Context: an optimization exercise on an open-source flow, tuned for small area. The choices shown serve that exercise and are no tape-out recipe.
The RTL was checked by simulation tests, not by an equivalence proof against the original design.
No activity file was given, so power comes from the tool's default toggle rates.

// etu_da
module etu_da (
    input  wire        clk,
    input  wire        rst,           
    input  wire        op_valid,
    input  wire [31:0] op_word,
    output reg         resp_valid,
    output reg  [2:0]  resp_status,
    output wire [15:0] resp_data,
    output reg         diag_valid,
    output wire [1:0]  diag_loop,
    output wire [7:0]  diag_state,
    output wire        trig,
    output wire [15:0] motor_out,
    output wire [15:0] steer_out,
    output wire        frozen,
    output wire        irq
);
    localparam [2:0] ST_OK         = 3'd0;
    localparam [2:0] ST_RESERVED   = 3'd1;
    localparam [2:0] ST_BADINDEX   = 3'd2;
    localparam [2:0] ST_CONTRACT   = 3'd3;
    localparam [2:0] ST_RANGE      = 3'd4;
    localparam [2:0] ST_NOTENABLED = 3'd5;
    reg [7:0]  edge_phase;      
    reg [15:0] pulse_width;     
    reg [7:0]  drive_cmd;       
    reg [15:0] motor_sp;        
    reg [15:0] steer_sp;        
    reg [7:0]  st_echo, st_car, st_motor, st_steer;
    reg [5:0]  wake_echo;       
    reg [3:0]  wake_car;        
    reg        wake_motor;      
    reg        wake_steer;      
    reg [15:0] tcnt;
    reg        es;
    reg        armed;           
    reg        capf;
    reg        trig_r;
    reg        echo_in;
    reg        fatal_f;         
    reg        wdt_one;         
    reg [15:0] motor_out_r;
    reg [15:0] steer_out_r;
    reg [2:0]  rsel;            
    reg [1:0]  dloop;           
    assign trig      = trig_r;
    assign motor_out = motor_out_r;
    assign steer_out = steer_out_r;
    assign frozen    = fatal_f;
    assign irq       = capf & armed;
    wire [3:0]  cls = op_word[31:28];
    wire [3:0]  op  = op_word[27:24];
    wire [3:0]  idx = op_word[23:20];
    wire [3:0]  rsv = op_word[19:16];
    wire [15:0] imm = op_word[15:0];
    wire idx_z = (idx == 4'd0);
    wire rsv_z = (rsv == 4'd0);
  ...
Size in the first run: roughly 750 cells after synthesis, about 170 flip-flops, ~100 I/O pins, roughly 0.0070 mm^2 of cells after synthesis.
Settings: LEC_CHECK=0, ABC_AREA=1, CAP_MARGIN=0, CORE_MARGIN=2, CORE_UTILIZATION=60, GPL_TIMING_DRIVEN=0, PLACE_DENSITY=0.7, SLEW_MARGIN=0; clock period 6.0 ns.
standard.sh (not shown) runs the stock make flow with config.mk's settings and CLKGATE_MAP_FILE= SYNTH_SCRIPT=/design/flow/synth_recipe.tcl, a recipe that flattens the netlist after the stock synthesis.
==> flow/flow/run.sh <==
#!/bin/bash
# Layout flow: the standard ORFS flow (standard.sh) with
#  - synthesis: the standard script with an area-oriented ABC mapping
#    (flow/synth_area.tcl, flow/area.abc) and no full-adder extraction;
#  - small (buf_1) port buffers;
#  - a clock tree of clkbuf_8 without dummy loads.
# Full tool output goes to flow.log here; per-step logs are under orfs/logs/.
set -euo pipefail
D=$(cd "$(dirname "${BASH_SOURCE[0]}")" && pwd)
export AREA_ABC_SCRIPT="$D/area.abc"
bash standard.sh finish \
  SYNTH_SCRIPT="$D/synth_area.tcl" \
  ADDER_MAP_FILE= \
  BUFFER_PORTS_ARGS="-buffer_cell sky130_fd_sc_hd__buf_1" \
  CTS_ARGS="-sink_clustering_enable -sink_clustering_size 30 -sink_clustering_max_diameter 150 -repair_clock_nets -dont_use_dummy_load -buf_list sky130_fd_sc_hd__clkbuf_8" \
  > flow.log 2>&1
==> flow/flow/area.abc <==
strash
&get -n
&fraig -x
&put
scorr
dc2
strash
&get -n
&dch -f
&nf -R 1000
&put
==> flow/flow/synth_area.tcl <==
# The standard synthesis script, with ABC's cell mapping replaced by an
# area-oriented script (flow/area.abc) and no full-adder extraction
# (ADDER_MAP_FILE is left empty by run.sh). Registers are mapped exactly as
# in the standard synthesis (dfflibmap runs before ABC, which sees only
# combinational logic).
proc synth {args} { yosys synth -nofsm -noshare {*}$args }
proc abc {args} {
  set i [lsearch -exact $args -script]
  if { $i >= 0 } {
    set args [lreplace $args $i [expr {$i + 1}] -script $::env(AREA_ABC_SCRIPT)]
  }
  yosys abc {*}$args
}
source $::env(SCRIPTS_DIR)/synth.tcl
# left out here: clear keep_hierarchy, flatten, clean up, hide names made inside functions, write 1_2_yosys.v
The first run produced a clean layout.
Change:
==> flow/flow/run.sh (replaced) <==
#!/bin/bash
# Standard ORFS layout, with small (buf_1) port buffers and a clock tree
# built from clkbuf_8 without dummy loads. Full tool output: flow.log here,
# per-step logs under orfs/logs/.
set -euo pipefail
bash standard.sh finish \
  BUFFER_PORTS_ARGS="-buffer_cell sky130_fd_sc_hd__buf_1" \
  CTS_ARGS="-sink_clustering_enable -repair_clock_nets -dont_use_dummy_load -buf_list sky130_fd_sc_hd__clkbuf_8" \
  > flow.log 2>&1
removed: flow/flow/area.abc
removed: flow/flow/synth_area.tcl
Non-clock buffer count grows by 38.
Utilization is lower by 1.3 points.
Flip-flop and latch count stays the same.
Change:
==> flow/flow/run.sh (replaced) <==
#!/bin/bash
# Layout flow: the standard ORFS flow (standard.sh) with
#  - synthesis: the standard script with an area-oriented ABC mapping
#    (flow/synth_area.tcl, flow/area.abc) and no full-adder extraction;
#  - small (buf_1) port buffers;
#  - a clock tree of clkbuf_8 without dummy loads.
# Full tool output goes to flow.log here; per-step logs are under orfs/logs/.
set -euo pipefail
D=$(cd "$(dirname "${BASH_SOURCE[0]}")" && pwd)
export AREA_ABC_SCRIPT="$D/area.abc"
bash standard.sh finish \
  SYNTH_SCRIPT="$D/synth_area.tcl" \
  ADDER_MAP_FILE= \
  BUFFER_PORTS_ARGS="-buffer_cell sky130_fd_sc_hd__buf_1" \
  CTS_ARGS="-sink_clustering_enable -repair_clock_nets -dont_use_dummy_load -buf_list sky130_fd_sc_hd__clkbuf_8" \
  > flow.log 2>&1
==> flow/flow/area.abc (new file) <==
strash
&get -n
&fraig -x
&put
scorr
dc2
strash
&get -n
&dch -f
&nf -R 1000
&put
==> flow/flow/synth_area.tcl (new file) <==
# The standard synthesis script, with ABC's cell mapping replaced by an
# area-oriented script (flow/area.abc) and no full-adder extraction
# (ADDER_MAP_FILE is left empty by run.sh). Registers are mapped exactly as
# in the standard synthesis (dfflibmap runs before ABC, which sees only
# combinational logic).
proc synth {args} { yosys synth -nofsm -noshare {*}$args }
proc abc {args} {
  set i [lsearch -exact $args -script]
  if { $i >= 0 } {
    set args [lreplace $args $i [expr {$i + 1}] -script $::env(AREA_ABC_SCRIPT)]
  }
  yosys abc {*}$args
}
source $::env(SCRIPTS_DIR)/synth.tcl
# left out here: clear keep_hierarchy, flatten, clean up, hide names made inside functions, write 1_2_yosys.v
Effect: Routed wire length falls by about a fifth. Total power drops by a few percent. Utilization grows by 1.3 points. Via count shrinks by a quarter to a third. Synthesized cell count drops by well over a third. Clock skew drops by 7.4 ps. Combinational power decreases by about a fifth. Clock power is lower by a few percent. Maximum frequency shrinks by a quarter to a third. Hold slack is worse by 4.6 ps.

port drivers added, routing unchanged:
How much do the figures lean on ideal ports? The routed layouts below were timed once more, with nothing changed but the port constraints.
Step 1: set_driving_cell puts a clkbuf_16 on clk and a buf_2 on each other input, an assumption about the parent block.
Step 2 times the ports against the registers' clock, not the clock port: input delays grow and output delays shrink by t, the midpoint of the rising clock arrivals with the driver on.
Slacks: ideal / step 1 / step 2; pairs: ideal / step 1.
| run | shift t [ns] | setup slack, ns | slew at the worst register clock pin (ns) |
|---|---|---|---|
| the first run | 0.479 | 0.476 / 0.490 / 0.011 | 0.08 / 0.08 |
| the second run | 0.502 | 1.876 / 1.855 / 1.737 | 0.09 / 0.09 |
| the third run | 0.479 | 0.476 / 0.490 / 0.011 | 0.08 / 0.08 |
After both steps every run listed still meets setup and hold.
